Context: an optimization exercise on an open-source flow, tuned for small area, a short achievable clock period and few clock cycles per item. The choices shown serve that exercise and are no tape-out recipe. Function was checked by simulation only, so behaviour that the tests miss may differ from the original. In runs 6 and 7 the design's own scripts or RTL, not TritonCTS, make the clock network. The clock input has no modelled driver; a real chip could not lean on it and would need a root buffer or a full tree. Power figures rest on the tool's default switching activity, not on a simulated workload.

### flow/design.v
module sfd_rx (
    input  wire        clk,
    input  wire        rst,
    input  wire        rx_valid,
    input  wire        rx_eof,
    input  wire [7:0]  rx_byte,
    output wire        rx_ready,
    output wire        dout_valid,
    output wire [7:0]  dout_byte,
    input  wire        dout_ready,
    output wire        ctl_valid,
    output wire [15:0] ctl_seq,
    output wire [7:0]  ctl_op,
    output wire [7:0]  ctl_dest,
    output wire [7:0]  ctl_byte,
    output wire        ctl_last,
    input  wire        ctl_ready,
    output wire        tx_valid,
    output wire [7:0]  tx_byte,
    input  wire        tx_ready,
    output wire        anom_opc,
    output wire        anom_eof,
    output wire        irq
);
    localparam [7:0] MARKER       = 8'h1B;
    localparam [7:0] LIT_SENTINEL = 8'h1C;
    localparam [7:0] OP_DATA      = 8'h44;
    localparam [7:0] OP_ACK       = 8'h41;
    localparam [3:0] ST_RD = 4'd10;
    localparam [1:0] DS_NORMAL = 2'd0;
    localparam [1:0] DS_SAW1   = 2'd1;
    localparam [1:0] DS_SAW2   = 2'd2;
    function in_catalog(input [7:0] op);
        case (op)
            8'h01, 8'h02, 8'h10, 8'h11, 8'h12, 8'h13, 8'h14, 8'h15,
            8'h16, 8'h17, 8'h18, 8'h20, 8'h21, 8'h22, 8'h23,
            OP_ACK, OP_DATA: in_catalog = 1'b1;
            default:         in_catalog = 1'b0;
        endcase
    endfunction
    reg         rdy;             
    reg         ok_r;            
    reg         sv;              
    reg  [7:0]  sb;
    reg         sb_mk;           
    reg         sb_s;            
    reg         sb_z;            
    reg         sb_1;            
    reg         rx_live;
    reg         opc_flag;
    reg         eof_flag;
    reg         irq_r;
    reg  [3:0]  st;
    reg         in_rd;           
    reg         in_rp;           
    reg         p_last;          
    reg         p_pre;           
    reg  [15:0] hdr_seq;
    reg  [7:0]  hdr_op;
    reg  [7:0]  hdr_dest;
    reg  [15:0] hdr_len;
    reg         hi_z;            
    reg         op_bad;          
    reg         is_data;         
    reg  [15:0] rem;             
    reg         lo_z;            
    reg         last;            
    reg  [1:0]  ds;
    reg  [7:0]  d0, d1, d2;      
    reg         dq1, dq2, dq3;   
    reg  [8:0]  c0, c1;          
    reg         cq1, cq2;        
    reg         tx_busy;
    reg  [3:0]  tx_idx;          
    reg  [7:0]  txb;
    reg  [15:0] tx_seq;
    reg         tx_inc;          
    reg  [15:0] ack_seq;
    reg  [15:0] ack_len;
    wire rd_data = in_rd && is_data;
    wire rd_ctrl = in_rd && !is_data;
    wire proc = sv && ok_r;                
    wire [7:0] b = sb;
    wire fire     = rx_valid && rdy;
    wire fire_eof = fire && rx_eof;
    wire fire_b   = fire && !rx_eof;
    wire port_p6  = sv ? p_pre : p_last;
    wire ds_n0 = (ds == DS_NORMAL);
    wire ds_s1 = (ds == DS_SAW1);
    wire ds_s2 = (ds == DS_SAW2);
    wire e1 = proc && ((rd_data && ds_n0 && !sb_mk) || (p_last && ds_s1));
    wire e2 = proc && ((rd_data && ds_s1 && !sb_mk) || (rd_data && ds_s2 && sb_s) ||
                       (p_last && ds_s2));
    wire ek = e1 || e2;
    wire [7:0] dw0 = (rd_data && ds_n0) ? b : MARKER;
    wire [7:0] dw1 = (rd_data && ds_s1) ? b : MARKER;
    wire cpush     = proc && rd_ctrl;
    wire ack_start = proc && rd_data && last;
    wire plen_z = hi_z && sb_z;
    wire plen_1 = hi_z && sb_1;
    reg [3:0] st_n;
    reg [1:0] ds_n;
    reg       is_data_n;
    reg       last_n;
    always @(*) begin
        st_n      = st;
        ds_n      = ds;
        is_data_n = is_data;
        last_n    = last;
        if (proc) begin
            if (in_rd) begin
                if (is_data) begin
                    case (ds)
                        DS_NORMAL: ds_n = sb_mk ? DS_SAW1 : DS_NORMAL;
                        DS_SAW1:   ds_n = sb_mk ? DS_SAW2 : DS_NORMAL;
                        default:   ds_n = DS_NORMAL;
                    endcase
                end
                if (last) st_n = 4'd0;
                last_n = (rem == 16'd2);
            end else if (p_last) begin
                ds_n   = DS_NORMAL;
                st_n   = plen_z ? 4'd0 : ST_RD;
                last_n = plen_1;
            end else if (in_rp) begin
                st_n = st + 4'd1;
                if (st == 4'd6) is_data_n = (b == OP_DATA);
            end else begin
                st_n = sb_mk ? st + 4'd1 : 4'd0;
            end
        end
    end
    wire rd_n     = proc ? ((p_last && !plen_z) || (in_rd && !last)) : in_rd;
    wire rp_n     = proc ? ((st == 4'd2 && sb_mk) || (in_rp && !p_last)) : in_rp;
    wire p_last_n = proc ? p_pre : p_last;
    wire p_pre_n  = proc ? (st == 4'd7) : p_pre;
    wire dpop   = dq1 && dout_ready;
    wire cpop   = cq1 && ctl_ready;
    wire tx_fin = tx_busy && tx_ready && (tx_idx == 4'd14);
    wire dp1 = dq1 || ek;
    wire dp2 = dq2 || (ek && dq1) || e2;
    wire dp3 = dq3 || (ek && dq2) || (e2 && dq1);
    wire dn1 = dpop ? dp2 : dp1;
    wire dn2 = dpop ? dp3 : dp2;
    wire dn3 = dpop ? 1'b0 : dp3;
    wire cp1 = cq1 || cpush;
    wire cp2 = cq2 || (cpush && cq1);
    wire cn1 = cpop ? cp2 : cp1;
    wire cn2 = cpop ? 1'b0 : cp2;
    wire busy_n = ack_start || (tx_busy && !tx_fin);
    wire ok_n = (!dn2 || (!dn3 && ds_n == DS_NORMAL))
             && (!cn1 || (!cn2 && !rp_n))
             && !(is_data_n && last_n && busy_n);
    wire sv_n = fire_b || (sv && !proc);
    always @(posedge clk) begin
        if (rst) begin
            rdy      <= 1'b1;
            sv       <= 1'b0;
            ok_r     <= 1'b1;
            rx_live  <= 1'b1;
            opc_flag <= 1'b0;
            eof_flag <= 1'b0;
            irq_r    <= 1'b0;
        end else begin
            rdy  <= rx_live && !fire_eof && (!sv_n || ok_n);
            sv   <= sv_n;
            ok_r <= ok_n;
            if (fire_eof) begin
                rx_live  <= 1'b0;
                eof_flag <= 1'b1;
                irq_r    <= 1'b1;
            end
            if (fire_b && port_p6 && op_bad) begin
                opc_flag <= 1'b1;
                irq_r    <= 1'b1;
            end
        end
    end
    always @(posedge clk) begin
        if (fire_b) begin
            sb    <= rx_byte;
            sb_mk <= (rx_byte == MARKER);
            sb_s  <= (rx_byte == LIT_SENTINEL);
            sb_z  <= (rx_byte == 8'h00);
            sb_1  <= (rx_byte == 8'h01);
        end
    end
    always @(posedge clk) begin
        if (rst) begin
            st     <= 4'd0;
            in_rd  <= 1'b0;
            in_rp  <= 1'b0;
            p_last <= 1'b0;
            p_pre  <= 1'b0;
            ds     <= DS_NORMAL;
        end else begin
            st     <= st_n;
            in_rd  <= rd_n;
            in_rp  <= rp_n;
            p_last <= p_last_n;
            p_pre  <= p_pre_n;
            ds     <= ds_n;
        end
    end
    always @(posedge clk) begin
        is_data <= is_data_n;
        last    <= last_n;
        if (proc) begin
            case (st)
                4'd4: hdr_seq[15:8] <= b;
                4'd5: hdr_seq[7:0]  <= b;
                4'd6: begin hdr_op <= b; op_bad <= !in_catalog(b); end
                4'd7: hdr_dest <= b;
                4'd8: begin hdr_len[15:8] <= b; hi_z <= sb_z; end
                4'd9: begin
                    hdr_len[7:0] <= b;
                    rem  <= {hdr_len[15:8], b};
                    lo_z <= sb_z;
                end
                ST_RD: begin
                    rem[7:0] <= rem[7:0] - 8'd1;
                    if (lo_z) rem[15:8] <= rem[15:8] - 8'd1;
                    lo_z <= (rem[7:0] == 8'd1);
                end
                default: ;
            endcase
        end
    end
    wire at0 = !dq1;
    wire at1 = dq1 && !dq2;
    wire at2 = dq2 && !dq3;
    wire [7:0] d0_p = (ek && at0) ? dw0 : d0;
    wire [7:0] d1_p = (ek && at1) ? dw0 : (e2 && at0) ? dw1 : d1;
    wire [7:0] d2_p = (ek && at2) ? dw0 : (e2 && at1) ? dw1 : d2;
    always @(posedge clk) begin
        if (rst) begin
            dq1 <= 1'b0;
            dq2 <= 1'b0;
            dq3 <= 1'b0;
        end else begin
            dq1 <= dn1;
            dq2 <= dn2;
            dq3 <= dn3;
        end
    end
    always @(posedge clk) begin
        d0 <= dpop ? d1_p : d0_p;
        d1 <= dpop ? d2_p : d1_p;
        d2 <= d2_p;
    end
    assign rx_ready   = rdy;
    assign dout_valid = dq1;
    assign dout_byte  = d0;
    wire [8:0] cw   = {b, last};
    wire [8:0] c0_p = (cpush && !cq1) ? cw : c0;
    wire [8:0] c1_p = (cpush && cq1)  ? cw : c1;
    always @(posedge clk) begin
        if (rst) begin
            cq1 <= 1'b0;
            cq2 <= 1'b0;
        end else begin
            cq1 <= cn1;
            cq2 <= cn2;
        end
    end
    always @(posedge clk) begin
        c0 <= cpop ? c1_p : c0_p;
        c1 <= c1_p;
    end
    assign ctl_valid = cq1;
    assign ctl_seq   = hdr_seq;
    assign ctl_op    = hdr_op;
    assign ctl_dest  = hdr_dest;
    assign ctl_byte  = c0[8:1];
    assign ctl_last  = c0[0];
    always @(posedge clk) begin
        if (ack_start) begin
            ack_seq <= hdr_seq;
            ack_len <= hdr_len;
        end
    end
    reg [7:0] tx_nxt;
    always @(*) begin
        case (tx_idx)
            4'd1, 4'd2: tx_nxt = MARKER;
            4'd4:  tx_nxt = tx_seq[15:8];
            4'd5:  tx_nxt = tx_seq[7:0];
            4'd6:  tx_nxt = OP_ACK;
            4'd9:  tx_nxt = 8'h04;
            4'd10: tx_nxt = ack_seq[15:8];
            4'd11: tx_nxt = ack_seq[7:0];
            4'd12: tx_nxt = ack_len[15:8];
            4'd13: tx_nxt = ack_len[7:0];
            default: tx_nxt = 8'h00;
        endcase
    end
    always @(posedge clk) begin
        if (rst) begin
            tx_busy <= 1'b0;
            tx_inc  <= 1'b0;
            tx_seq  <= 16'h0000;
        end else begin
            tx_inc <= tx_fin;
            if (tx_inc)
                tx_seq <= (tx_seq == 16'hFFFE) ? 16'h0000 : tx_seq + 16'd1;
            tx_busy <= busy_n;
        end
    end
    always @(posedge clk) begin
        if (ack_start) begin
            tx_idx <= 4'd1;
            txb    <= MARKER;
        end else if (tx_busy && tx_ready) begin
            tx_idx <= tx_idx + 4'd1;
            txb    <= tx_nxt;
        end
    end
    assign tx_valid = tx_busy;
    assign tx_byte  = txb;
    assign anom_opc = opc_flag;
    assign anom_eof = eof_flag;
    assign irq      = irq_r;
endmodule
### flow/flow/run.sh
#!/bin/bash
set -euo pipefail
bash standard.sh \
  'CTS_ARGS=-sink_clustering_size 30 -sink_clustering_max_diameter 80 -repair_clock_nets' \
  'BUFFER_PORTS_ARGS=-buffer_cell sky130_fd_sc_hd__buf_2' \
  finish > standard.log 2>&1
### flow/constraint.sdc
create_clock -name core_clock -period 6.0 [get_ports {clk}]
set_input_delay 1.2000 -clock core_clock [delete_from_list [all_inputs] [get_ports {clk}]]
set_output_delay 1.2000 -clock core_clock [all_outputs]
set_load 0.01 [all_outputs]
### flow/standard.sh
#!/bin/bash
# synth_recipe.tcl (not shown) runs the flow's synth.tcl, then flattens the netlist and writes it again
# the make line also repeats each setting of config.mk as NAME=value (left out here)
make -C /OpenROAD-flow-scripts/flow DESIGN_CONFIG=/design/flow/config.mk WORK_HOME=/design/flow/orfs CLKGATE_MAP_FILE= SYNTH_SCRIPT=/design/flow/synth_recipe.tcl "${@:-finish}"
### flow/config.mk
export PLATFORM = sky130hd
export DESIGN_NAME = sfd_rx
export DESIGN_NICKNAME = sfd_rx
export VERILOG_FILES = /design/flow/design.v
export SDC_FILE = /design/flow/constraint.sdc
export NUM_CORES = 4
export LEC_CHECK = 0
export CAP_MARGIN = 20
export CORE_MARGIN = 2
export CORE_UTILIZATION = 60
export CTS_CLUSTER_DIAMETER = 80
export CTS_CLUSTER_SIZE = 30
export PLACE_DENSITY = 0.75
export SETUP_SLACK_MARGIN = 3.8
export SLEW_MARGIN = 20
==> run notes, run 1 <==
status -> finished clean
Cell variety after synth -> 79
CTS Buf Count -> 17
clock network power share -> 0.425
gate count after technology mapping -> 747
Skew-Pair Late Insertion Delay -> 440 ps
clock skew -> 9.26 ps
dpl ws -> 3320 ps
pin count of the biggest net entering global routing -> 40
Comb power frac -> 0.017
I/O Pins -> 79
Pwr Density -> 273 nW/um2
crit path DAT -> 1040 ps
CP peak stage delay -> 440 ps
Seq pwr share -> 0.558
Startpoint Class -> flop
min Tclk post-route -> 2240 ps
max_slew headroom -> 0.454
synth-to-layout area growth -> 14.3%
initial core utilization -> 0.609
CTS H-tree depth -> 4
Total Power -> 2.74 mW
Sw Ratio -> 0.210
Max IR drop VDD -> 236 uV
core area -> 14,400 um2
Port Buffers -> 78
DR iter-0 viols -> 633
CTS clk-pin slew, worst paths -> 80 ps
Synth Register Bits -> 207
CTS tree -> done
largest delay contributor family on the critical path -> flip-flops
Layout Nets -> 850
vias in the first global route -> 5,907
Max Clk Rate -> 0.446 GHz
leakage -> 3.61 nW
Worst Setup Path Type -> flop to primary output
CP max FO -> 2
critical path's slowest cell -> edfxtp_1
Final Instance Count excl. Fillers -> 1,018
Die Wd -> 125 um
DIE AREA -> 15,600 um2
share of cells above drive strength 1 -> 0.229
CP bufs+invs -> 1
Pint -> 2.16 mW
post-route cell area -> 10,000 um2
Post-route DRC -> 0
DP Area -> 9210 um2
Post-synth ARST share -> 0
CTS Hold Bufs -> 0
Switch Pwr -> 0.574 mW
number of vias per cell -> 6.06
die height -> 125 um
Inserted Diodes -> 0
Final Cycle Share -> 0.373
Pre-antenna DRT Iters -> 7
half-perimeter wire length after placement -> 13,600 um
CTS sink cnt -> 207
deepest clock path buffer count -> 2
gpl congestion -> 0.909
Max Cap Violations -> 0
top cell type's share of synthesized area -> 0.439
DR vias -> 6,173
dominant synthesized flop cell -> edfxtp_1
worst hold-check path type -> flop to flop
Warnings, synthesis -> 1
antenna violations before repair -> 0
grt total ovfl -> 0
setup tns final -> 0 ps
Placed Instances -> 970
Tightest Pin Transition -> 819 ps
dominant cell type by area after synthesis -> edfxtp_1
Syn Nets -> 776
RSZ-0062 raised after global routing -> yes
Critical Path End Type -> primary output
Seq/Total Area, Yosys -> 0.620
Critical Path RT -> 4800 ps
first-pass GRT wire length -> 31,200 um
Post-synth EDFFs -> 128
setup ws final -> 3760 ps
Post-Syn Area -> 8760 um2
critical-path cell list -> buf_2
final wirelength -> 20,000 um
final setup vio count -> 0
Final Hold Violating Endpoints -> 0
Root Driver -> clkbuf_16
antenna viol nets, final -> 0
Total GRT Usage -> 0.256
synth top area cells -> edfxtp_1, dfxtp_1, nor2_1
Slew Limit Fails -> 0
mean routed wirelength per cell -> 19.6 um
Std-Cell Rows -> 44
Avg Synthesized Cell Area -> 11.7 um2
==> layout make-up <==
class	instances	area [um2]
Clock inverter	14	159
Tap cell	184	230
Multi-Input combinational cell	471	3110
Clock buffer	18	439
Fill cell	987	4360
Inverter	29	114
Sequential cell	207	5440
Timing Repair Buffer	95	524
==> cell usage after synthesis, types with 3 or more instances <==
master and n:
nor4b_1 4, mux2i_1 3, and2_1 9, nor4_1 4, a22o_1 6, nor3_1 15, nor2b_1 5, o31ai_1 3
nor2_1 67, nand2b_1 3, nand4_1 9, mux2_2 22, a21oi_1 37, a211oi_1 8, and3_1 7, a2bb2oi_1 3
xor2_1 16, o2bb2ai_1 4, inv_1 27, buf_4 3, or3_1 4, o21a_1 3, nand3b_1 4, o22ai_1 4
nand3_1 17, o22a_1 5, buf_2 7, a31oi_1 7, clkbuf_1 29, ha_1 14, a22oi_1 9, a221o_1 3
nor3b_1 4, xnor2_1 13, edfxtp_1 128, a221oi_1 4, nand2_1 66, o21ai_0 44, dfxtp_1 79
==> path summary, 6_finish.rpt <==
check / end / slack, ps / cells past startpoint / from
max: ctl_seq[10] / 3760 / 1 / hdr_seq[10]
min: ack_len[0] / 410 / 0 / hdr_len[0]
max reg2reg: txb[5] / 3810 / 7 / tx_idx[1]
min reg2reg: ack_len[0] / 410 / 0 / hdr_len[0]
==> per-stage QoR <==
stage,util,hold WS (ps)
floorplan,-,400
global placement,0.641,401
detailed placement,0.641,405
CTS,0.687,413
global route,0.697,432
finish,0.697,411
==> power by group through the flow <==
stage / registers, mW / logic, mW / clock network, mW
3_3_place_gp: 1.56 / 0.0382 / 0
2_1_floorplan: 1.55 / 0.0315 / 0
6_report: 1.53 / 0.0461 / 1.16
4_1_cts: 1.53 / 0.0410 / 1.17
5_1_grt: 1.53 / 0.0513 / 1.22
3_5_place_dp: 1.56 / 0.0403 / 0
==> layer usage <==
metal | wire (um) | vias to the layer above | share of wire | track usage
met5 | 0 | - | 0 | 0
met4 | 572 | 0 | 0.029 | 0.103
met3 | 1080 | 55 | 0.054 | 0.0533
met2 | 9950 | 244 | 0.50 | 0.426
met1 | 8370 | 2993 | 0.42 | 0.330
li1 | - | 2881 | - | -
==> cell usage in the layout (no fill, tap or decap), types with 15 or more instances in the layout <==
cell,netlist,layout
a21oi_1,37,36
buf_2,7,77
buf_4,3,17
clkbuf_16,0,17
dfxtp_1,79,72
edfxtp_1,128,128
inv_1,27,27
mux2_2,22,22
nand2_1,66,63
nand3_1,17,17
nor2_1,67,66
nor3_1,15,15
o21ai_0,44,44
xor2_1,16,16
==> cells by family (layout without fill, tap and decap cells) <==
family / Yosys count / in the layout / synth area share
and+or+nand+nor: 234 / 234 / 0.131
AOI/OAI and AO/OA: 169 / 169 / 0.136
buffers and inverters: 69 / 156 / 0.0327
muxes: 25 / 25 / 0.0317
adders and majority gates: 14 / 14 / 0.0200
DFF: 207 / 207 / 0.620
xor gates and xnor gates: 29 / 29 / 0.0290
==> registers in the layout (all words and copies together), names as in the netlist, 9 cells and up <==
signal,count
ack_len,16
ack_seq,16
hdr_len,16
hdr_seq,16
rem,16
tx_seq,16
c0,9
c1,9
==> what timing repair did <==
item | in CTS | in global routing
gates resized for setup | 14 | 13
endpoints found under the setup margin | 54 | 54
setup buffers | 4 | 12
pin swaps | 0 | 3
Testbench counts, summed over its fixed seeds: cycles 35,278, bytes 35,116.
==> run 2, diff against run 1 <==
--- a/flow/design.v
+++ b/flow/design.v
@@ -64,5 +64,4 @@
     reg         is_data;         
     reg  [15:0] rem;             
-    reg         lo_z;            
     reg         last;            
     reg  [1:0]  ds;
@@ -213,14 +212,6 @@
                 4'd7: hdr_dest <= b;
                 4'd8: begin hdr_len[15:8] <= b; hi_z <= sb_z; end
-                4'd9: begin
-                    hdr_len[7:0] <= b;
-                    rem  <= {hdr_len[15:8], b};
-                    lo_z <= sb_z;
-                end
-                ST_RD: begin
-                    rem[7:0] <= rem[7:0] - 8'd1;
-                    if (lo_z) rem[15:8] <= rem[15:8] - 8'd1;
-                    lo_z <= (rem[7:0] == 8'd1);
-                end
+                4'd9: begin hdr_len[7:0] <= b; rem <= {hdr_len[15:8], b}; end
+                ST_RD: rem <= rem - 16'd1;
                 default: ;
             endcase
==> flow/flow/run.sh (replaced) <==
#!/bin/bash
set -euo pipefail
here=$(pwd)
bash standard.sh \
  'CTS_ARGS=-clk_nets clk' \
  "PRE_CTS_TCL=$here/flow/clock_tree.tcl" \
  'BUFFER_PORTS_ARGS=-buffer_cell sky130_fd_sc_hd__buf_2' \
  finish > standard.log 2>&1
==> flow/flow/clock_tree.tcl (new file) <==
# Sourced by ORFS's cts.tcl before clock_tree_synthesis (PRE_CTS_TCL).
# Builds a two-level clock tree by hand: the clock port drives one root
# clkbuf_16, which drives one clkbuf_16 per cluster of nearby flip-flops.
# Clusters come from k-means on the placed flip-flop positions, about 22
# flip-flops each, so every leaf buffer sees a similar load and every
# flip-flop the same two buffers. clock_tree_synthesis is then told to
# look only at the port net, which has one sink, so it adds nothing.
set block [ord::get_db_block]
set clknet [$block findNet clk]
set sinks [$clknet getITerms]
set n [llength $sinks]
set K [expr {max(1, int(ceil($n / 22.0)))}]
puts "manual clock tree: $n sinks, $K leaf buffers"

set pts {}
foreach it $sinks {
  set b [[$it getInst] getBBox]
  lappend pts [list [expr {([$b xMin] + [$b xMax]) / 2.0}] [expr {([$b yMin] + [$b yMax]) / 2.0}]]
}
set srt [lsort -real -index 0 $pts]
set cent {}
for {set k 0} {$k < $K} {incr k} {
  lappend cent [lindex $srt [expr {int(($k + 0.5) * $n / $K)}]]
}
for {set iter 0} {$iter < 40} {incr iter} {
  set asg {}
  foreach p $pts {
    set best 0
    set bd 1e30
    for {set k 0} {$k < $K} {incr k} {
      set c [lindex $cent $k]
      set dd [expr {abs([lindex $p 0] - [lindex $c 0]) + abs([lindex $p 1] - [lindex $c 1])}]
      if {$dd < $bd} { set bd $dd; set best $k }
    }
    lappend asg $best
  }
  set nc {}
  for {set k 0} {$k < $K} {incr k} {
    set sx 0.0; set sy 0.0; set cnt 0
    foreach p $pts a $asg {
      if {$a == $k} { set sx [expr {$sx + [lindex $p 0]}]; set sy [expr {$sy + [lindex $p 1]}]; incr cnt }
    }
    if {$cnt} { lappend nc [list [expr {$sx / $cnt}] [expr {$sy / $cnt}]] } else { lappend nc [lindex $cent $k] }
  }
  set cent $nc
}

set master [[ord::get_db] findMaster sky130_fd_sc_hd__clkbuf_16]
set root [odb::dbInst_create $block $master clkbuf_root]
set rootnet [odb::dbNet_create $block clknet_root]
$rootnet setSigType CLOCK
set sx 0.0; set sy 0.0
foreach c $cent { set sx [expr {$sx + [lindex $c 0]}]; set sy [expr {$sy + [lindex $c 1]}] }
$root setLocation [expr {int($sx / $K)}] [expr {int($sy / $K)}]
$root setPlacementStatus PLACED
for {set k 0} {$k < $K} {incr k} {
  set bi [odb::dbInst_create $block $master clkbuf_leaf_$k]
  set net [odb::dbNet_create $block clknet_leaf_$k]
  $net setSigType CLOCK
  set c [lindex $cent $k]
  $bi setLocation [expr {int([lindex $c 0])}] [expr {int([lindex $c 1])}]
  $bi setPlacementStatus PLACED
  [$bi findITerm A] connect $rootnet
  [$bi findITerm X] connect $net
  set cnt 0
  foreach it $sinks a $asg {
    if {$a == $k} { $it disconnect; $it connect $net; incr cnt }
  }
  puts "leaf $k: $cnt flip-flops"
}
[$root findITerm A] connect $clknet
[$root findITerm X] connect $rootnet
set_propagated_clock [all_clocks]
==> run 2 against run 1 <==
Compared with the run above:
- still clean on timing, DRC and antenna
- synthesized cell count fell by 0.40%
- hold slack improved by 11 ps
- total power fell by 14%
- sequential share of layout area rose by 2.3 points
- critical path depth rose by 4
- maximum frequency rose by 2.1%
- design area fell by 4.6%
- combinational power rose by 110%
- global-route usage fell by 1.8 points
- cell count fell by 2.6%
- setup slack improved by 45 ps
- highest routed layer unchanged
==> run notes, run 2 <==
Warnings, synthesis -> 1
DR vias -> 5,970
reg-to-reg setup timing slack -> 3810 ps
largest delay contributor family on the critical path -> simple AND/OR/NAND/NOR gates
Skew-Pair Late Insertion Delay -> 420 ps
Slew Limit Fails -> 0
setup tns final -> 0 ps
Final Hold Violating Endpoints -> 0
most frequent cells in the layout -> edfxtp_1, buf_2, dfxtp_1, nor2_1, nand2_1
RSZ-0062 raised after global routing -> yes
gpl congestion -> 0.908
CP most frequent cell -> or4_4
share of cells above drive strength 1 -> 0.191
status -> finished clean
worst r2r src -> rem[2]
largest family of logic cells by synthesized area -> simple AND/OR/NAND/NOR gates
# fillers -> 1,011
DR iter-0 viols -> 539
top cells by count, synth -> edfxtp_1, dfxtp_1, nor2_1, nand2_1, o21ai_0
top cell type's share of synthesized area -> 0.444
clock skew -> 29.6 ps
DP Area -> 9070 um2
dpl ws -> 3370 ps
critical path's slowest cell -> or4_4
Pre-antenna DRT Iters -> 5
first-pass GRT wire length -> 28,900 um
Multi-input gate area -> 3030 um2
CP max FO -> 2
setup ws final -> 3810 ps
Simple-Gate Fraction of Synth Area -> 0.142
Synth Area in Compound Gates -> 0.128
Layout Nets -> 841
Seq/Total Area, Yosys -> 0.627
Max Clk Rate -> 0.456 GHz
antenna violations before repair -> 0
Startpoint Class -> flop
Synth Register Bits -> 206
Post-route DRC -> 0
count leader, synth -> edfxtp_1
Tightest Pin Transition -> 760 ps
dominant cell type by area after synthesis -> edfxtp_1
Worst Setup Path Type -> flop to flop
core area -> 13,900 um2
max_slew headroom -> 0.493
Syn Nets -> 771
half-perimeter wire length after placement -> 12,800 um
post-synthesis mux area share -> 0.0234
Worst Hold Path Cells -> 0
synth top area cells -> edfxtp_1, dfxtp_1, nor2_1
vias in the first global route -> 5,639
mean routed wirelength per cell -> 18.6 um
gate count after technology mapping -> 744
die height -> 124 um
Inserted Diodes -> 0
Post-synth EDFFs -> 127
CP bufs+invs -> 0
Post-Synth Adder-Cell Area -> 0.0175
Post-synth ARST share -> 0
dominant synthesized flop cell -> edfxtp_1
DIE AREA -> 15,300 um2
Std-Cell Rows -> 43
worst hold-check path type -> flop to flop
CP peak stage delay -> 560 ps
number of vias per cell -> 6.02
Pwr Density -> 247 nW/um2
Cell variety after synth -> 67
Port Buffers -> 78
crit path DAT -> 2360 ps
Post-Syn Area -> 8600 um2
Die Wd -> 124 um
Final Cycle Share -> 0.366
FF/Latch Area -> 5410 um2
Critical Path RT -> 6170 ps
Register-to-Register Path Depth -> 5
post-route cell area -> 9550 um2
Crit. Startpoint -> rem[2]
Setup crit end -> rem[9]
leakage -> 3.45 nW
end of the worst register-to-register path -> rem[9]
Max Cap Violations -> 0
pin count of the biggest net entering global routing -> 40
initial core utilization -> 0.617
min Tclk post-route -> 2190 ps
Avg Synthesized Cell Area -> 11.6 um2
antenna viol nets, final -> 0
I/O Pins -> 79
final wirelength -> 18,500 um
hold_sp -> hdr_len[4]
Synth Area in XOR/XNOR -> 0.0326
critical-path cell list -> or4_4, or4_4, or3_4, xor2_2, o21ai_2
Critical Path End Type -> flop
commonest non-fill, non-tap cell in the layout -> edfxtp_1
CTS clk-pin slew, worst paths -> 100 ps
synth-to-layout area growth -> 11.0%
Max IR drop VDD -> 206 uV
grt total ovfl -> 0
final setup vio count -> 0
Levels on crit path -> 5
Total GRT Usage -> 0.238
[run 2: through the flow]
| stage | total power, mW | instances | utilization | hold slack, ps |
|---|---|---|---|---|
| 6_report | 2.36 | 992 | 0.685 | 422 |
| 3_5_place_dp | 1.66 | 965 | 0.651 | 406 |
| 5_1_grt | 2.43 | 992 | 0.685 | 430 |
| 2_1_floorplan | 1.62 | 744 | - | 400 |
| 3_3_place_gp | 1.66 | 965 | 0.651 | 404 |
| 4_1_cts | 2.37 | 980 | 0.674 | 425 |
[run 2: worst reg2reg max path, cell delays in order, from the launching register on]
cell and delay (ps):
edfxtp_1 410, or4_4 560, or4_4 440, or3_4 350
xor2_2 150, o21ai_2 60
[run 2: cells by family after synthesis]
family / Yosys count
xor+xnor: 32
compound gates: 167
buf+inv: 62
flops: 206
mux: 18
simple gates: 247
fa+ha+maj: 12
[run 2: worst min-delay path by stage]
stage	endpoint	slack (ps)
floorplan	ack_len[0]	400
global placement	ack_len[2]	400
detailed placement	ack_len[3]	410
global route	ack_len[4]	430
finish	ack_len[4]	420
CTS	ack_len[4]	430
[run 2: where the power goes]
group	switching (mW)	internal (mW)
Clock	0.407	0.327
Sequential	0.0236	1.51
Combinational	0.0591	0.0378
Total	0.489	1.87
[run 2: area by class of cell]
cell class	instances	area share
Tap cell	180	0.0236
Inverter	24	0.00996
Sequential cell	206	0.566
Buffer	11	0.0288
Multi-Input combinational cell	476	0.317
Timing Repair Buffer	95	0.0543
[run 2: routing by layer]
layer / up-vias / wire [um] / track usage
met2: 201 / 9170 / 0.413
met4: 0 / 706 / 0.0859
met5: - / 0 / 0
li1: 2857 / - / -
met1: 2860 / 7600 / 0.315
met3: 52 / 975 / 0.0192
[run 2: repair_timing]
item                                    in CTS  in global routing
resized for setup                            9                 17
endpoints found under the setup margin      69                 41
pin swaps                                    1                  0
hold buffers                                 0                  0
setup buffers                                4                 12
Testbench counts of run 2, summed over its fixed seeds: cycles 35,278, bytes 35,116.
==> run 3, diff against run 2 <==
==> flow/flow/run.sh (replaced) <==
#!/bin/bash
set -euo pipefail
here=$(pwd)
bash standard.sh \
  'CTS_ARGS=-clk_nets clk' \
  "PRE_CTS_TCL=$here/flow/clock_tree.tcl" \
  finish > standard.log 2>&1
--- a/flow/flow/clock_tree.tcl
+++ b/flow/flow/clock_tree.tcl
@@ -2,5 +2,5 @@
 # Builds a two-level clock tree by hand: the clock port drives one root
 # clkbuf_16, which drives one clkbuf_16 per cluster of nearby flip-flops.
-# Clusters come from k-means on the placed flip-flop positions, about 22
+# Clusters come from k-means on the placed flip-flop positions, about 28
 # flip-flops each, so every leaf buffer sees a similar load and every
 # flip-flop the same two buffers. clock_tree_synthesis is then told to
@@ -10,5 +10,5 @@
 set sinks [$clknet getITerms]
 set n [llength $sinks]
-set K [expr {max(1, int(ceil($n / 22.0)))}]
+set K [expr {max(1, int(ceil($n / 28.0)))}]
 puts "manual clock tree: $n sinks, $K leaf buffers"
 
==> run 3 against run 2 <==
Compared with the run above:
- still clean on timing, DRC and antenna
- sequential share of layout area is 1.2 points lower
- critical path depth down 4
- synthesized cell count unchanged
- total power shrank 2.4%
- die area unchanged
- wire length increased by 0.81%
- via count rose by 0.49%
- clock power is 9.4% lower
- synthesized area did not move
- sequential power hardly changed
- first-iteration DRC count shrank 1.1%
- setup slack lost 11 ps
- critical path type is now flop to primary output
- largest power group unchanged
==> run notes, run 3 <==
status -> finished clean
clock skew -> 32.0 ps
vias in the first global route -> 5,683
Max IR drop VDD -> 194 uV
final wirelength -> 18,600 um
critical path's slowest cell -> edfxtp_1
Register-to-Register Path Depth -> 5
Slew Limit Fails -> 0
Max Clk Rate -> 0.453 GHz
Die Wd -> 124 um
antenna viol nets, final -> 0
end of the worst register-to-register path -> rem[9]
Tightest Pin Transition -> 868 ps
Post-synth EDFFs -> 127
Seq/Total Area, Yosys -> 0.627
CTS Hold Bufs -> 0
synth-to-layout area growth -> 13.5%
Inserted Diodes -> 0
gpl congestion -> 0.877
CP max FO -> 2
core area -> 13,900 um2
RSZ-0062 raised after global routing -> yes
Critical Path RT -> 4800 ps
half-perimeter wire length after placement -> 12,700 um
setup tns final -> 0 ps
most frequent cells in the layout -> edfxtp_1, nor2_1, dfxtp_1, nand2_1, buf_2
leakage -> 3.51 nW
hold slack -> 431 ps
Worst Hold Path Cells -> 0
hold_sp -> hdr_len[3]
commonest non-fill, non-tap cell in the layout -> edfxtp_1
final setup vio count -> 0
Syn Nets -> 771
dominant synthesized flop cell -> edfxtp_1
Cell variety after synth -> 67
largest delay contributor family on the critical path -> flip-flops
Layout Nets -> 849
reg-to-reg setup timing slack -> 3830 ps
worst hold-check path type -> flop to flop
top cells by count, synth -> edfxtp_1, dfxtp_1, nor2_1, nand2_1, o21ai_0
initial core utilization -> 0.617
grt total ovfl -> 0
Std-Cell Rows -> 43
Pwr Density -> 236 nW/um2
synth top area cells -> edfxtp_1, dfxtp_1, nor2_1
Post-Syn Area -> 8600 um2
Critical Path End Type -> primary output
Skew-Pair Late Insertion Delay -> 410 ps
antenna violations before repair -> 0
count leader, synth -> edfxtp_1
Final Core Density -> 0.700
CP bufs+invs -> 1
Total GRT Usage -> 0.240
hold worst-path end -> ack_len[3]
CTS clk-pin slew, worst paths -> 110 ps
max_slew headroom -> 0.422
DR vias -> 5,999
Startpoint Class -> flop
crit path DAT -> 1010 ps
Worst Setup Path Type -> flop to primary output
Post-route DRC -> 0
Levels on crit path -> 1
gate count after technology mapping -> 744
min Tclk post-route -> 2210 ps
Post-synth ARST share -> 0
Max Cap Violations -> 0
Avg Synthesized Cell Area -> 11.6 um2
first-pass GRT wire length -> 28,900 um
I/O Pins -> 79
Synth Register Bits -> 206
die height -> 124 um
# fillers -> 1,026
Warnings, synthesis -> 1
DIE AREA -> 15,300 um2
pin count of the biggest net entering global routing -> 40
Final Hold Violating Endpoints -> 0
dominant cell type by area after synthesis -> edfxtp_1
top cell type's share of synthesized area -> 0.444
critical-path cell list -> buf_2
worst r2r src -> rem[1]
Pre-antenna DRT Iters -> 6
DR iter-0 viols -> 533
Final Cycle Share -> 0.368
mean routed wirelength per cell -> 18.6 um
CP peak stage delay -> 440 ps
share of cells above drive strength 1 -> 0.189
Port Buffers -> 78
number of vias per cell -> 6.00
-- run 3: worst max-delay path by stage --
stage               start          to  slack [ps]
2_1_floorplan   ctl_ready       c0[5]        3800
3_3_place_gp          rst   tx_seq[1]        2900
3_5_place_dp          rst   tx_seq[1]        2840
4_1_cts               dq1  dout_valid        3670
5_1_grt            rem[9]         rdy        3770
6_report       hdr_seq[2]  ctl_seq[2]        3790
-- run 3: kinds of logic after synthesis --
group                      after synthesis  synth area share
xor gates and xnor gates                32            0.0326
buffers and inverters                   62            0.0288
adders and majority gates               12            0.0175
DFF                                    206             0.627
muxes                                   18            0.0234
and+or+nand+nor                        247             0.142
AOI/OAI and AO/OA                      167             0.128
-- run 3: what timing repair did --
action,CTS,global route
pin swaps,3,5
resized for setup,246,36
endpoints found under the hold margin,0,0
endpoints found under the setup margin,179,106
buffers inserted,11,16
-- run 3: final cells by class --
class / count / area (um2) / area share
sequential: 206 / 5410 / 0.555
inverter: 24 / 95.1 / 0.00975
tap: 180 / 225 / 0.0231
buffer: 9 / 225 / 0.0231
multi-input combinational: 476 / 3070 / 0.314
timing repair buffer: 105 / 732 / 0.0750
-- run 3: routing by layer --
layer  vias up  part of all wire  track usage  routed length, um
met5         -                 0            0                  0
met4         0             0.035       0.0838                659
met3        38             0.045       0.0156                835
met2       193              0.50        0.421               9340
met1      2896              0.42        0.317               7770
li1       2872                 -            -                  -
-- run 3: stage by stage --
stage | setup slack, ps | instances | power [mW] | area, um2
3_5_place_dp | 2840 | 964 | 1.67 | 9450
2_1_floorplan | 3800 | 744 | 1.62 | 8610
5_1_grt | 3770 | 1000 | 2.37 | 9760
6_report | 3790 | 1000 | 2.30 | 9760
3_3_place_gp | 2900 | 964 | 1.67 | 9450
4_1_cts | 3670 | 984 | 2.31 | 9610
-- run 3: power by group --
group | total, mW | switching, mW | internal (mW)
combinational | 0.106 | 0.0586 | 0.0478
clock | 0.664 | 0.393 | 0.271
sequential | 1.53 | 0.0260 | 1.51
total | 2.30 | 0.478 | 1.83
==> run 4, diff against run 3 <==
--- a/flow/design.v
+++ b/flow/design.v
@@ -64,5 +64,7 @@
     reg         is_data;         
     reg  [15:0] rem;             
+    reg         lo_z;            
     reg         last;            
+    reg         last2;           
     reg  [1:0]  ds;
     reg  [7:0]  d0, d1, d2;      
@@ -117,5 +119,5 @@
                 end
                 if (last) st_n = 4'd0;
-                last_n = (rem == 16'd2);
+                last_n = last2;
             end else if (p_last) begin
                 ds_n   = DS_NORMAL;
@@ -212,6 +214,16 @@
                 4'd7: hdr_dest <= b;
                 4'd8: begin hdr_len[15:8] <= b; hi_z <= sb_z; end
-                4'd9: begin hdr_len[7:0] <= b; rem <= {hdr_len[15:8], b}; end
-                ST_RD: rem <= rem - 16'd1;
+                4'd9: begin
+                    hdr_len[7:0] <= b;
+                    rem  <= {hdr_len[15:8], b};
+                    lo_z <= sb_z;
+                    last2 <= hi_z && (b == 8'd2);
+                end
+                ST_RD: begin
+                    rem[7:0] <= rem[7:0] - 8'd1;
+                    if (lo_z) rem[15:8] <= rem[15:8] - 8'd1;
+                    lo_z <= (rem[7:0] == 8'd1);
+                    last2 <= (rem == 16'd3);
+                end
                 default: ;
             endcase
==> flow/flow/run.sh (replaced) <==
#!/bin/bash
set -euo pipefail
here=$(pwd)
bash standard.sh \
  'CTS_ARGS=-clk_nets clk' \
  "PRE_CTS_TCL=$here/flow/clock_tree.tcl" \
  'BUFFER_PORTS_ARGS=-buffer_cell sky130_fd_sc_hd__buf_2' \
  finish > standard.log 2>&1
--- a/flow/flow/clock_tree.tcl
+++ b/flow/flow/clock_tree.tcl
@@ -2,5 +2,5 @@
 # Builds a two-level clock tree by hand: the clock port drives one root
 # clkbuf_16, which drives one clkbuf_16 per cluster of nearby flip-flops.
-# Clusters come from k-means on the placed flip-flop positions, about 28
+# Clusters come from k-means on the placed flip-flop positions, about 20
 # flip-flops each, so every leaf buffer sees a similar load and every
 # flip-flop the same two buffers. clock_tree_synthesis is then told to
@@ -10,5 +10,5 @@
 set sinks [$clknet getITerms]
 set n [llength $sinks]
-set K [expr {max(1, int(ceil($n / 28.0)))}]
+set K [expr {max(1, int(ceil($n / 20.0)))}]
 puts "manual clock tree: $n sinks, $K leaf buffers"
 
==> run 4 against run 3 <==
Compared with the run above:
- still clean on timing, DRC and antenna
- flip-flop and latch count grew 2
- cell count shrank 2.4%
- sequential share of layout area grew 1.4 points
- clock skew shrank 5.9 ps
- global-route usage shrank 0.98 points
- maximum frequency grew 0.44%
- combinational power shrank 8%
- synthesized area grew 1.4%
- critical path depth is the same
- first-iteration DRC count shrank 1.1%
- wire length shrank 1.5%
- highest routed layer unchanged
==> run notes, run 4 <==
status -> finished clean
CP max FO -> 2
count leader, synth -> edfxtp_1
hold worst-path end -> ack_len[1]
Syn Nets -> 758
Slew Limit Fails -> 0
commonest non-fill, non-tap cell in the layout -> edfxtp_1
vias in the first global route -> 5,833
Worst Setup Path Type -> flop to primary output
RSZ-0062 raised after global routing -> yes
worst r2r src -> sb[3]
setup tns final -> 0 ps
Tightest Pin Transition -> 845 ps
Worst Hold Path Cells -> 0
Max Cap Violations -> 0
Layout Nets -> 823
DR vias -> 5,835
min Tclk post-route -> 2200 ps
Pre-antenna DRT Iters -> 5
Critical Path End Type -> primary output
Port Buffers -> 78
mean routed wirelength per cell -> 18.8 um
hold_sp -> hdr_len[1]
CTS Hold Bufs -> 0
clock skew -> 26.1 ps
Inserted Diodes -> 0
largest delay contributor family on the critical path -> flip-flops
end of the worst register-to-register path -> rdy
Pwr Density -> 252 nW/um2
final setup vio count -> 0
grt total ovfl -> 0
Avg Synthesized Cell Area -> 12.0 um2
pin count of the biggest net entering global routing -> 38
die height -> 125 um
Die Wd -> 125 um
Skew-Pair Late Insertion Delay -> 420 ps
gate count after technology mapping -> 729
share of cells above drive strength 1 -> 0.201
CTS clk-pin slew, worst paths -> 80 ps
first-pass GRT wire length -> 29,700 um
Final Hold Violating Endpoints -> 0
CP peak stage delay -> 420 ps
dominant cell type by area after synthesis -> edfxtp_1
critical path's slowest cell -> edfxtp_1
critical-path cell list -> buf_2
initial core utilization -> 0.607
synth top area cells -> edfxtp_1, dfxtp_1, mux2_2
Critical Path RT -> 4800 ps
DIE AREA -> 15,500 um2
Register-to-Register Path Depth -> 6
Post-route DRC -> 0
half-perimeter wire length after placement -> 12,700 um
Multi-input gate area -> 3060 um2
Post-synth ARST share -> 0
Final Cycle Share -> 0.366
Std-Cell Rows -> 44
number of vias per cell -> 5.98
Total GRT Usage -> 0.230
Warnings, synthesis -> 1
most frequent cells in the layout -> edfxtp_1, buf_2, nand2_1, dfxtp_1, nor2_1
Cell variety after synth -> 72
antenna viol nets, final -> 0
Synth Register Bits -> 208
top cell type's share of synthesized area -> 0.444
Post-synth EDFFs -> 129
dominant synthesized flop cell -> edfxtp_1
I/O Pins -> 79
core area -> 14,400 um2
top cells by count, synth -> edfxtp_1, dfxtp_1, nand2_1, nor2_1, o21ai_0
synth-to-layout area growth -> 10.2%
Max IR drop VDD -> 170 uV
gpl congestion -> 0.869
CP bufs+invs -> 1
post-route cell area -> 9600 um2
Seq/Total Area, Yosys -> 0.626
DP Area -> 9210 um2
Startpoint Class -> flop
# fillers -> 1,062
reg-to-reg setup timing slack -> 3880 ps
Max Clk Rate -> 0.455 GHz
final wirelength -> 18,300 um
leakage -> 3.48 nW
FF/Latch Area -> 5460 um2
Post-Syn Area -> 8720 um2
max_slew headroom -> 0.436
DR iter-0 viols -> 527
antenna violations before repair -> 0
worst hold-check path type -> flop to flop
crit path DAT -> 1000 ps
-- run 4: changes by cell type in the layout (fill, tap and decap cells not counted), moves of 8 or more --
cell             previous run  this run
buf_2                      49        78
buf_4                      27         9
nor2_1                     71        53
mux2_2                     17        29
nand2_1                    65        77
clkdlybuf4s50_1            10         0
a22o_1                      4        12
clkdlybuf4s15_2             8         0
inv_1                      23        15
o21ai_1                     8         0
-- run 4: how the worst max path moves through the flow --
stage | slack, ps | from | cells after the start | end
after floorplan | 3830 | dout_ready | 3 | d0[0]
after global placement | 3100 | sv | 5 | txb[1]
after detailed placement | 3210 | sv | 4 | ack_seq[11]
after CTS | 3790 | hdr_seq[2] | 1 | ctl_seq[2]
after global routing | 3770 | tx_idx[1] | 7 | txb[0]
final | 3800 | hdr_seq[2] | 1 | ctl_seq[2]
-- run 4: metrics by stage --
stage                     setup slack (ps)  instances  total power [mW]   util  hold WS, ps
after CTS                             3790        972              2.43  0.666          423
final                                 3800        976              2.42  0.668          420
after global routing                  3770        976              2.49  0.668          433
after detailed placement              3210        956              1.68  0.641          405
after global placement                3100        955              1.67  0.639          409
after floorplan                       3830        729              1.64      -          400
-- run 4: layer usage --
metal | routed length (um) | global-route usage
met4 | 488 | 0.0575
met2 | 9670 | 0.423
met1 | 7550 | 0.296
met3 | 613 | 0.0168
met5 | 0 | 0
-- run 4: what timing repair did --
item                                    in CTS  in global routing
resized for setup                           12                  5
pin swaps                                    1                  0
endpoints found under the setup margin      68                 39
endpoints found under the hold margin        0                  0
setup buffers                                4                  4
-- run 4: area by class of cell --
cell class,instances,area share
Buffer,12,0.0313
Inverter,17,0.00717
Multi-Input combinational cell,467,0.318
Sequential cell,208,0.569
Tap cell,184,0.0240
Timing Repair Buffer,88,0.0506
-- run 4: logic make-up (layout without fill, tap and decap cells) --
logic type / count (synthesis) / count (layout) / synth area share
multiplexers: 32 / 32 / 0.0409
adder cells (fa/ha/maj): 15 / 15 / 0.0212
AND/OR/NAND/NOR: 245 / 245 / 0.139
flip-flops: 208 / 208 / 0.626
AO/OA/AOI/OAI: 144 / 144 / 0.115
buffers and inverters: 54 / 117 / 0.0267
XOR/XNOR: 31 / 31 / 0.0311
-- run 4: report_power, final --
group	switching [mW]	internal, mW	total [mW]
clock network	0.416	0.355	0.771
logic	0.0597	0.0383	0.0980
registers	0.0248	1.52	1.55
total	0.501	1.92	2.42
Testbench counts of run 4, summed over its fixed seeds: cycles 35,278, bytes 35,116.
==> run 5, diff against run 4 <==
==> flow/flow/clock_tree.tcl (replaced) <==
# flip-flops per leaf buffer, and the most root buffers the port drives
set ::LEAF_SIZE 20.0
set ::ROOTS 4

proc bisect {pts np} {
  if {$np <= 1} { return [list $pts] }
  set xs {}; set ys {}
  foreach p $pts { lappend xs [lindex $p 0]; lappend ys [lindex $p 1] }
  set xs [lsort -real $xs]; set ys [lsort -real $ys]
  set dx [expr {[lindex $xs end] - [lindex $xs 0]}]
  set dy [expr {[lindex $ys end] - [lindex $ys 0]}]
  set ix [expr {$dx >= $dy ? 0 : 1}]
  set srt [lsort -real -index $ix $pts]
  set nl [expr {$np / 2}]
  set cut [expr {int(round([llength $pts] * double($nl) / $np))}]
  return [concat [bisect [lrange $srt 0 [expr {$cut - 1}]] $nl] \
                 [bisect [lrange $srt $cut end] [expr {$np - $nl}]]]
}

proc centroid {grp} {
  set sx 0.0; set sy 0.0
  foreach p $grp { set sx [expr {$sx + [lindex $p 0]}]; set sy [expr {$sy + [lindex $p 1]}] }
  set m [llength $grp]
  return [list [expr {$sx / $m}] [expr {$sy / $m}]]
}

set block [ord::get_db_block]
set clknet [$block findNet clk]
set sinks [$clknet getITerms]
set n [llength $sinks]
set K [expr {max(1, int(ceil($n / $::LEAF_SIZE)))}]
set R [expr {min($::ROOTS, $K)}]
puts "manual clock tree: $n sinks, $K leaf buffers, $R root buffers"

set pts {}
set i 0
foreach it $sinks {
  set b [[$it getInst] getBBox]
  lappend pts [list [expr {([$b xMin] + [$b xMax]) / 2.0}] [expr {([$b yMin] + [$b yMax]) / 2.0}] $i]
  incr i
}
set leaves [bisect $pts $K]
set lpts {}
set k 0
foreach g $leaves { lappend lpts [concat [centroid $g] $k]; incr k }
set roots [bisect $lpts $R]

set master [[ord::get_db] findMaster sky130_fd_sc_hd__clkbuf_16]
set rootnets {}
set r 0
foreach rg $roots {
  set ri [odb::dbInst_create $block $master clkbuf_root_$r]
  set rn [odb::dbNet_create $block clknet_root_$r]
  $rn setSigType CLOCK
  set c [centroid $rg]
  $ri setLocation [expr {int([lindex $c 0])}] [expr {int([lindex $c 1])}]
  $ri setPlacementStatus PLACED
  [$ri findITerm A] connect $clknet
  [$ri findITerm X] connect $rn
  foreach lp $rg {
    set k [lindex $lp 2]
    set g [lindex $leaves $k]
    set bi [odb::dbInst_create $block $master clkbuf_leaf_$k]
    set net [odb::dbNet_create $block clknet_leaf_$k]
    $net setSigType CLOCK
    $bi setLocation [expr {int([lindex $lp 0])}] [expr {int([lindex $lp 1])}]
    $bi setPlacementStatus PLACED
    [$bi findITerm A] connect $rn
    [$bi findITerm X] connect $net
    foreach p $g {
      set it [lindex $sinks [lindex $p 2]]
      $it disconnect
      $it connect $net
    }
    puts "leaf $k (root $r): [llength $g] flip-flops"
  }
  incr r
}
set_propagated_clock [all_clocks]
==> run 5 against run 4 <==
Compared with the run above:
- still clean
- critical path depth stayed put
- wire length is 4.1% higher
- hold slack better by 2.4 ps
- flip-flop and latch count stayed put
- clock power is 28% higher
- sequential power hardly changed
- synthesized area stayed put
- design area is 3.9% higher
- die area stayed put
- first-iteration DRC count is 7.8% lower
- combinational power is 19% higher
==> run notes, run 5 <==
commonest non-fill, non-tap cell in the layout -> edfxtp_1
antenna viol nets, final -> 0
CTS tree -> done
max_slew headroom -> 0.428
Slew Limit Fails -> 0
DIE AREA -> 15,500 um2
Warnings, synthesis -> 1
Synth Register Bits -> 208
Post-Syn Area -> 8720 um2
number of vias per cell -> 6.06
Seq/Total Area, Yosys -> 0.626
CP peak stage delay -> 420 ps
DR vias -> 6,057
first-pass GRT wire length -> 30,500 um
half-perimeter wire length after placement -> 12,700 um
top cell type's share of synthesized area -> 0.444
setup tns final -> 0 ps
leakage -> 3.66 nW
critical path's slowest cell -> edfxtp_1
Final Cycle Share -> 0.388
die height -> 125 um
dominant synthesized flop cell -> edfxtp_1
vias in the first global route -> 6,021
gpl congestion -> 0.869
Cell variety after synth -> 72
Pwr Density -> 266 nW/um2
antenna violations before repair -> 0
largest delay contributor family on the critical path -> flip-flops
status -> finished clean
post-route cell area -> 9980 um2
Post-synth ARST share -> 0
most frequent cells in the layout -> edfxtp_1, nand2_1, buf_2, dfxtp_1, nor2_1
Max IR drop VDD -> 229 uV
Inserted Diodes -> 0
final wirelength -> 19,100 um
Critical Path End Type -> primary output
CP bufs+invs -> 1
min Tclk post-route -> 2330 ps
Avg Synthesized Cell Area -> 12.0 um2
Post-synth EDFFs -> 129
top cells by count, synth -> edfxtp_1, dfxtp_1, nand2_1, nor2_1, o21ai_0
Std-Cell Rows -> 44
dominant cell type by area after synthesis -> edfxtp_1
DR iter-0 viols -> 486
DP Area -> 9210 um2
Pre-antenna DRT Iters -> 5
pin count of the biggest net entering global routing -> 38
final setup vio count -> 0
Die Wd -> 125 um
CTS Buf Count -> 3
core area -> 14,400 um2
Startpoint Class -> flop
Port Buffers -> 78
Layout Nets -> 846
I/O Pins -> 79
critical-path cell list -> buf_2
hold slack -> 423 ps
synth top area cells -> edfxtp_1, dfxtp_1, mux2_2
gate count after technology mapping -> 729
Max Cap Violations -> 0
Worst Setup Path Type -> flop to primary output
Skew-Pair Late Insertion Delay -> 550 ps
Max Clk Rate -> 0.430 GHz
Post-route DRC -> 0
initial core utilization -> 0.607
share of cells above drive strength 1 -> 0.240
synth-to-layout area growth -> 14.5%
Tightest Pin Transition -> 858 ps
clock skew -> 27.5 ps
Critical Path RT -> 4800 ps
worst hold-check path type -> flop to flop
Final Hold Violating Endpoints -> 0
CP max FO -> 2
CTS Hold Bufs -> 0
CTS clk-pin slew, worst paths -> 80 ps
Syn Nets -> 758
Total GRT Usage -> 0.241
RSZ-0062 raised after global routing -> yes
count leader, synth -> edfxtp_1
mean routed wirelength per cell -> 19.1 um
crit path DAT -> 1130 ps
grt total ovfl -> 0
[run 5: changes by cell type in the layout (fill, tap and decap cells not counted)]
cell       before  now
ha_1           13   11
clkbuf_16      12   18
buf_4           9   26
dfxtp_1        75   62
buf_6           0   13
nand2_2         4    3
dfxtp_2         3   16
nand2_1        77   78
buf_2          78   65
ha_2            1    3
[run 5: power by group]
group | internal (mW) | total [mW] | switching, mW
clock | 0.533 | 0.984 | 0.451
combinational | 0.0520 | 0.117 | 0.0647
sequential | 1.52 | 1.55 | 0.0271
total | 2.11 | 2.65 | 0.543
[run 5: per-layer routing]
metal,vias to the layer above,global-route usage,share of wire,wire [um]
li1,2851,-,-,-
met1,2995,0.297,0.40,7610
met2,172,0.442,0.54,10200
met3,39,0.0284,0.041,779
met4,0,0.0740,0.025,478
met5,-,0,0,0
[run 5: kinds of logic (layout without fill, tap and decap cells)]
| family | after synthesis | after routing | synth area share |
|---|---|---|---|
| buffers and inverters | 54 | 140 | 0.0267 |
| AO/OA/AOI/OAI | 144 | 144 | 0.115 |
| AND/OR/NAND/NOR | 245 | 245 | 0.139 |
| flip-flops | 208 | 208 | 0.626 |
| XOR/XNOR | 31 | 31 | 0.0311 |
| adder cells (fa/ha/maj) | 15 | 15 | 0.0212 |
| multiplexers | 32 | 32 | 0.0409 |
[run 5: metrics by stage]
stage | power [mW] | utilization | cells | worst slack, ps
final | 2.65 | 0.695 | 999 | 3670
after global placement | 1.67 | 0.639 | 955 | 3100
after CTS | 2.66 | 0.689 | 991 | 3660
after global routing | 2.72 | 0.695 | 999 | 3650
after floorplan | 1.64 | - | 729 | 3830
after detailed placement | 1.68 | 0.641 | 956 | 3210
[run 5: worst paths after layout]
check | depth (start not counted) | from | slack (ps) | to
worst max-delay path | 1 | hdr_seq[2] | 3670 | ctl_seq[2]
worst min-delay path | 0 | hdr_len[4] | 420 | ack_len[4]
worst max register to register | 6 | sb[3] | 3850 | rdy
worst min register to register | 0 | hdr_len[4] | 420 | ack_len[4]
[run 5: final cells by class, clock buffers not listed]
class	count	area (um2)
repair buffers	105	694
multi-input cells	467	3060
fillers	998	4390
well taps	184	230
inverters	17	68.8
plain buffers	15	375
flip-flops and latches	208	5480
[run 5: what timing repair did]
item | 4_1_cts | 5_1_grt
buffers inserted | 17 | 8
setup endpoints to repair | 128 | 94
gates resized for setup | 35 | 9
pin swaps | 1 | 0
hold endpoints to repair | 0 | 0
==> run 6, diff against run 5 <==
==> flow/flow/run.sh (replaced) <==
#!/bin/bash
set -euo pipefail
here=$(pwd)
bash standard.sh \
  "PRE_CTS_TCL=$here/flow/clock_tree.tcl" \
  'BUFFER_PORTS_ARGS=-buffer_cell sky130_fd_sc_hd__buf_2' \
  finish > standard.log 2>&1
--- a/flow/flow/clock_tree.tcl
+++ b/flow/flow/clock_tree.tcl
@@ -78,2 +78,7 @@
 }
 set_propagated_clock [all_clocks]
+
+rename clock_tree_synthesis orfs_clock_tree_synthesis
+proc clock_tree_synthesis {args} {
+  puts "clock_tree_synthesis skipped: the clock tree was built by clock_tree.tcl"
+}
--- a/flow/config.mk
+++ b/flow/config.mk
@@ -12,4 +12,4 @@
 export CTS_CLUSTER_SIZE = 30
 export PLACE_DENSITY = 0.75
-export SETUP_SLACK_MARGIN = 3.8
+export SETUP_SLACK_MARGIN = 4.0
 export SLEW_MARGIN = 20
==> run 6 against run 5 <==
Compared with the run above:
- still clean
- core utilization grew 0.22 points
- hold slack better by 1.8 ps
- combinational power is essentially flat
==> run notes, run 6 <==
status -> finished clean
Max IR drop VDD -> 171 uV
dominant synthesized flop cell -> edfxtp_1
gate count after technology mapping -> 729
Synth Register Bits -> 208
vias in the first global route -> 5,978
final setup vio count -> 0
critical path's slowest cell -> edfxtp_1
antenna viol nets, final -> 0
Pwr Density -> 252 nW/um2
share of cells above drive strength 1 -> 0.253
Warnings, synthesis -> 1
initial core utilization -> 0.607
core area -> 14,400 um2
hold slack -> 425 ps
Critical Path RT -> 4800 ps
Total GRT Usage -> 0.232
Post-synth ARST share -> 0
DIE AREA -> 15,500 um2
mean routed wirelength per cell -> 19.0 um
Multi-input gate area -> 3180 um2
final wirelength -> 19,200 um
I/O Pins -> 79
Syn Nets -> 758
Slew Limit Fails -> 0
top cells by count, synth -> edfxtp_1, dfxtp_1, nand2_1, nor2_1, o21ai_0
Std-Cell Rows -> 44
Critical Path End Type -> primary output
Pre-antenna DRT Iters -> 5
Die Wd -> 125 um
leakage -> 3.71 nW
antenna violations before repair -> 0
die height -> 125 um
most frequent cells in the layout -> edfxtp_1, buf_2, nand2_1, dfxtp_1, nor2_1
CP max FO -> 1
clock skew -> 18.7 ps
Seq/Total Area, Yosys -> 0.626
grt total ovfl -> 0
Crit. Startpoint -> c0[0]
Inserted Diodes -> 0
critical-path cell list -> buf_2
Avg Synthesized Cell Area -> 12.0 um2
synth-to-layout area growth -> 14.9%
top cell type's share of synthesized area -> 0.444
pin count of the biggest net entering global routing -> 38
first-pass GRT wire length -> 29,900 um
Post-route DRC -> 0
dominant cell type by area after synthesis -> edfxtp_1
Startpoint Class -> flop
min Tclk post-route -> 2090 ps
Post-synth EDFFs -> 129
gpl congestion -> 0.917
commonest non-fill, non-tap cell in the layout -> edfxtp_1
Skew-Pair Late Insertion Delay -> 290 ps
synth top area cells -> edfxtp_1, dfxtp_1, mux2_2
Cell variety after synth -> 72
CP peak stage delay -> 440 ps
Tightest Pin Transition -> 670 ps
Worst Setup Path Type -> flop to primary output
half-perimeter wire length after placement -> 12,600 um
Post-Syn Area -> 8720 um2
count leader, synth -> edfxtp_1
Max Clk Rate -> 0.479 GHz
Final Cycle Share -> 0.348
CTS clk-pin slew, worst paths -> 80 ps
CP bufs+invs -> 1
# fillers -> 970
worst r2r src -> tx_idx[0]
RSZ-0062 raised after global routing -> yes
FF/Latch Area -> 5480 um2
number of vias per cell -> 6.05
DR iter-0 viols -> 509
hold_sp -> hdr_len[2]
setup tns final -> 0 ps
worst hold-check path type -> flop to flop
largest delay contributor family on the critical path -> flip-flops
Final Hold Violating Endpoints -> 0
Max Cap Violations -> 0
Port Buffers -> 78
crit path DAT -> 890 ps
Layout Nets -> 853
DR vias -> 6,091
max_slew headroom -> 0.553
## run 6: cell counts after synthesis
No cell type changed its count.
## run 6: cell type report
cell class                 instances  share of cell area
buffer                            15              0.0375
inverter                          17             0.00700
multi-input combinational        468               0.317
sequential                       208               0.547
tap                              184              0.0230
timing repair buffer             113              0.0674
timing repair inverter             1            0.000500
## run 6: worst paths after layout
check / to / slack, ps / cells past startpoint
setup / recovery: ctl_last / 3910 / 1
hold / removal: ack_len[2] / 420 / 0
setup reg to reg: rdy / 4040 / 8
hold reg to reg: ack_len[2] / 420 / 0
## run 6: timing repair
| action | CTS | global route |
|---|---|---|
| gates cloned | 1 | 1 |
| setup endpoints to repair | 227 | 86 |
| hold buffers | 0 | 0 |
| buffers inserted | 18 | 16 |
| pin swaps | 1 | 3 |
| resized for setup | 27 | 17 |
## run 6: cells by family after synthesis
logic type,share of synthesized area
buf+inv,0.0267
mux,0.0409
xor+xnor,0.0311
simple gates,0.139
fa+ha+maj,0.0212
flops,0.626
compound gates,0.115
## run 6: where the power goes
part / switching [mW] / internal [mW] / total, mW
clock network: 0.416 / 0.447 / 0.863
logic: 0.0725 / 0.0479 / 0.120
registers: 0.0180 / 1.52 / 1.54
## run 6: layer usage
metal,GRT usage,up-vias,share of wire
met5,0,-,0
met4,0.0549,0,0.020
met3,0.0163,27,0.045
met2,0.432,209,0.53
met1,0.296,2979,0.40
li1,-,2876,-
## run 6: stage by stage
step	cells	instance area [um2]	power [mW]	setup WS, ps	utilization
finish	1006	10000	2.52	3910	0.697
CTS	989	9820	2.52	3880	0.684
global placement	955	9250	1.68	3440	0.644
floorplan	729	8820	1.64	3950	-
global route	1006	10000	2.59	3890	0.697
detailed placement	955	9250	1.68	3320	0.644
## run 6: worst reg2reg max path, cell delays in order, from the launching register on
cell and delay (ps):
dfxtp_2 370, inv_1 90, ha_2 370, nand2_1 140, o21ai_1 260, nand2_1 170, a32oi_1 240, o21ai_1 120
a21boi_1 140
==> run 7, diff against run 6 <==
--- a/flow/config.mk
+++ b/flow/config.mk
@@ -12,4 +12,4 @@
 export CTS_CLUSTER_SIZE = 30
 export PLACE_DENSITY = 0.75
-export SETUP_SLACK_MARGIN = 4.0
+export SETUP_SLACK_MARGIN = 3.8
 export SLEW_MARGIN = 20
==> run 7 against run 6 <==
Compared with the run above:
- wire length shrank 2.5%
- via count is 3.2% lower
- setup slack worse by 13 ps
- first-iteration DRC count shrank 1.4%
- global-route usage barely moved
- hold slack got worse by 9.3 ps
- clock power down 1%
- critical endpoint is now dout_valid
- largest cell class unchanged
==> run notes, run 7 <==
commonest non-fill, non-tap cell in the layout -> edfxtp_1
top cells by count, synth -> edfxtp_1, dfxtp_1, nand2_1, nor2_1, o21ai_0
Worst Setup Path Type -> flop to primary output
RSZ-0062 raised after global routing -> yes
Critical Path RT -> 4800 ps
antenna violations before repair -> 0
vias in the first global route -> 5,869
Synth Register Bits -> 208
antenna viol nets, final -> 0
Avg Synthesized Cell Area -> 12.0 um2
Syn Nets -> 758
CTS clk-pin slew, worst paths -> 80 ps
# fillers -> 1,030
leakage -> 3.50 nW
most frequent cells in the layout -> edfxtp_1, buf_2, nand2_1, dfxtp_1, nor2_1
final setup vio count -> 0
max_slew headroom -> 0.433
Final Cycle Share -> 0.350
DR vias -> 5,899
Seq/Total Area, Yosys -> 0.626
min Tclk post-route -> 2100 ps
Post-route DRC -> 0
Post-synth ARST share -> 0
Pre-antenna DRT Iters -> 5
share of cells above drive strength 1 -> 0.200
Layout Nets -> 820
largest delay contributor family on the critical path -> flip-flops
Startpoint Class -> flop
critical path's slowest cell -> dfxtp_4
number of vias per cell -> 6.06
Inserted Diodes -> 0
Skew-Pair Late Insertion Delay -> 290 ps
reg-to-reg setup timing slack -> 3910 ps
first-pass GRT wire length -> 29,900 um
CP bufs+invs -> 1
Placed Instances -> 956
Max Cap Violations -> 0
Max Clk Rate -> 0.476 GHz
final wirelength -> 18,700 um
Post-synth EDFFs -> 129
DR iter-0 viols -> 502
Slew Limit Fails -> 0
crit path DAT -> 900 ps
Cell variety after synth -> 72
I/O Pins -> 79
Total GRT Usage -> 0.232
CP max FO -> 13
die height -> 125 um
top cell type's share of synthesized area -> 0.444
Warnings, synthesis -> 1
clock skew -> 22.0 ps
status -> finished clean
grt total ovfl -> 0
initial core utilization -> 0.607
gpl congestion -> 0.869
setup tns final -> 0 ps
pin count of the biggest net entering global routing -> 38
worst hold-check path type -> flop to flop
Std-Cell Rows -> 44
CTS Hold Bufs -> 0
Critical Path End Type -> primary output
core area -> 14,400 um2
Port Buffers -> 78
dominant synthesized flop cell -> edfxtp_1
critical-path cell list -> buf_2
Final Hold Violating Endpoints -> 0
count leader, synth -> edfxtp_1
Max IR drop VDD -> 229 uV
Die Wd -> 125 um
synth top area cells -> edfxtp_1, dfxtp_1, mux2_2
Final Instance Count excl. Fillers -> 973
CP peak stage delay -> 450 ps
Final Core Density -> 0.671
synth-to-layout area growth -> 10.7%
gate count after technology mapping -> 729
dominant cell type by area after synthesis -> edfxtp_1
mean routed wirelength per cell -> 19.2 um
Tightest Pin Transition -> 850 ps
Post-Syn Area -> 8720 um2
Pwr Density -> 259 nW/um2
DIE AREA -> 15,500 um2
half-perimeter wire length after placement -> 12,700 um
==> run 7: cell families (layout without fill, tap and decap cells) <==
logic type	count (synthesis)	in the layout	synth area share
compound gates	144	144	0.115
fa+ha+maj	15	15	0.0212
simple gates	245	245	0.139
buf+inv	54	114	0.0267
mux	32	32	0.0409
flops	208	208	0.626
xor+xnor	31	31	0.0311
==> run 7: final timing paths <==
kind	startpoint	endpoint	depth (start not counted)
setup / recovery	dq1	dout_valid	1
hold / removal	hdr_len[4]	ack_len[4]	0
setup reg to reg	is_data	d1[4]	6
hold reg to reg	hdr_len[4]	ack_len[4]	0
==> run 7: stage by stage <==
step	instance area (um2)	hold slack, ps	setup slack, ps	power (mW)
detailed placement	9210	405	3210	1.68
CTS	9620	419	3780	2.51
global route	9650	428	3800	2.57
global placement	9180	409	3100	1.67
floorplan	8720	400	3830	1.64
finish	9650	415	3900	2.50
==> run 7: power breakdown <==
| part | total (mW) | leakage, nW | switching, mW | internal [mW] |
|---|---|---|---|---|
| clock network | 0.854 | 0.185 | 0.407 | 0.446 |
| logic | 0.102 | 1.51 | 0.0626 | 0.0397 |
| registers | 1.55 | 1.80 | 0.0253 | 1.52 |
| total | 2.50 | 3.50 | 0.495 | 2.01 |
==> run 7: final cells by class <==
| cell class | instances | area (um2) | area share |
|---|---|---|---|
| Sequential cell | 208 | 5460 | 0.566 |
| Multi-Input combinational cell | 467 | 3070 | 0.318 |
| Buffer | 15 | 375 | 0.0389 |
| Timing Repair Buffer | 82 | 440 | 0.0456 |
| Inverter | 17 | 68.8 | 0.00713 |
| Tap cell | 184 | 230 | 0.0239 |
==> run 7: timing repair <==
item | CTS | global route
resized for setup | 11 | 11
endpoints found under the setup margin | 75 | 34
setup buffers | 2 | 0
hold endpoints to repair | 0 | 0
==> run 7: layer usage <==
layer  global-route usage  share of wire
met1                0.296           0.41
met2                0.429           0.53
met3               0.0176          0.043
met4               0.0595          0.025
met5                    0              0

==> what the ideal ports hide <==
No port has a modelled driver above. Below, the same layouts with a new extraction and two added sets of constraints. Step 1 sets driving cells, clkbuf_16 on the clock port and buf_2 on the other inputs (assumed; they add their load-dependent delay and slew). Step 2, shift: input delay + t, output delay - t, t = (earliest + latest rising clock arrival at the registers) / 2. This alone moves slack from input paths to output paths. a / b / c = no drivers / after step 1 / after step 2; a / b = the first two.
run	t, ns	slack for setup (ns)	hold WS [ns]
run 1	0.476	3.760 / 3.717 / 3.528	0.411 / 0.411 / 0.411
run 2	0.448	3.806 / 3.780 / 3.534	0.422 / 0.422 / 0.422
run 3	0.431	3.794 / 3.754 / 3.457	0.431 / 0.431 / 0.431
run 4	0.443	3.804 / 3.763 / 3.459	0.420 / 0.420 / 0.420
run 5	0.583	3.673 / 3.628 / 3.285	0.423 / 0.423 / 0.423
run 6	0.369	3.913 / 3.824 / 3.657	0.425 / 0.425 / 0.425
run 7	0.366	3.900 / 3.812 / 3.640	0.415 / 0.415 / 0.415
After both steps setup and hold are still met in every run listed. The setup slack of run 5, which loses most, moves by -0.045 ns with the drivers and by -0.388 ns with both steps.
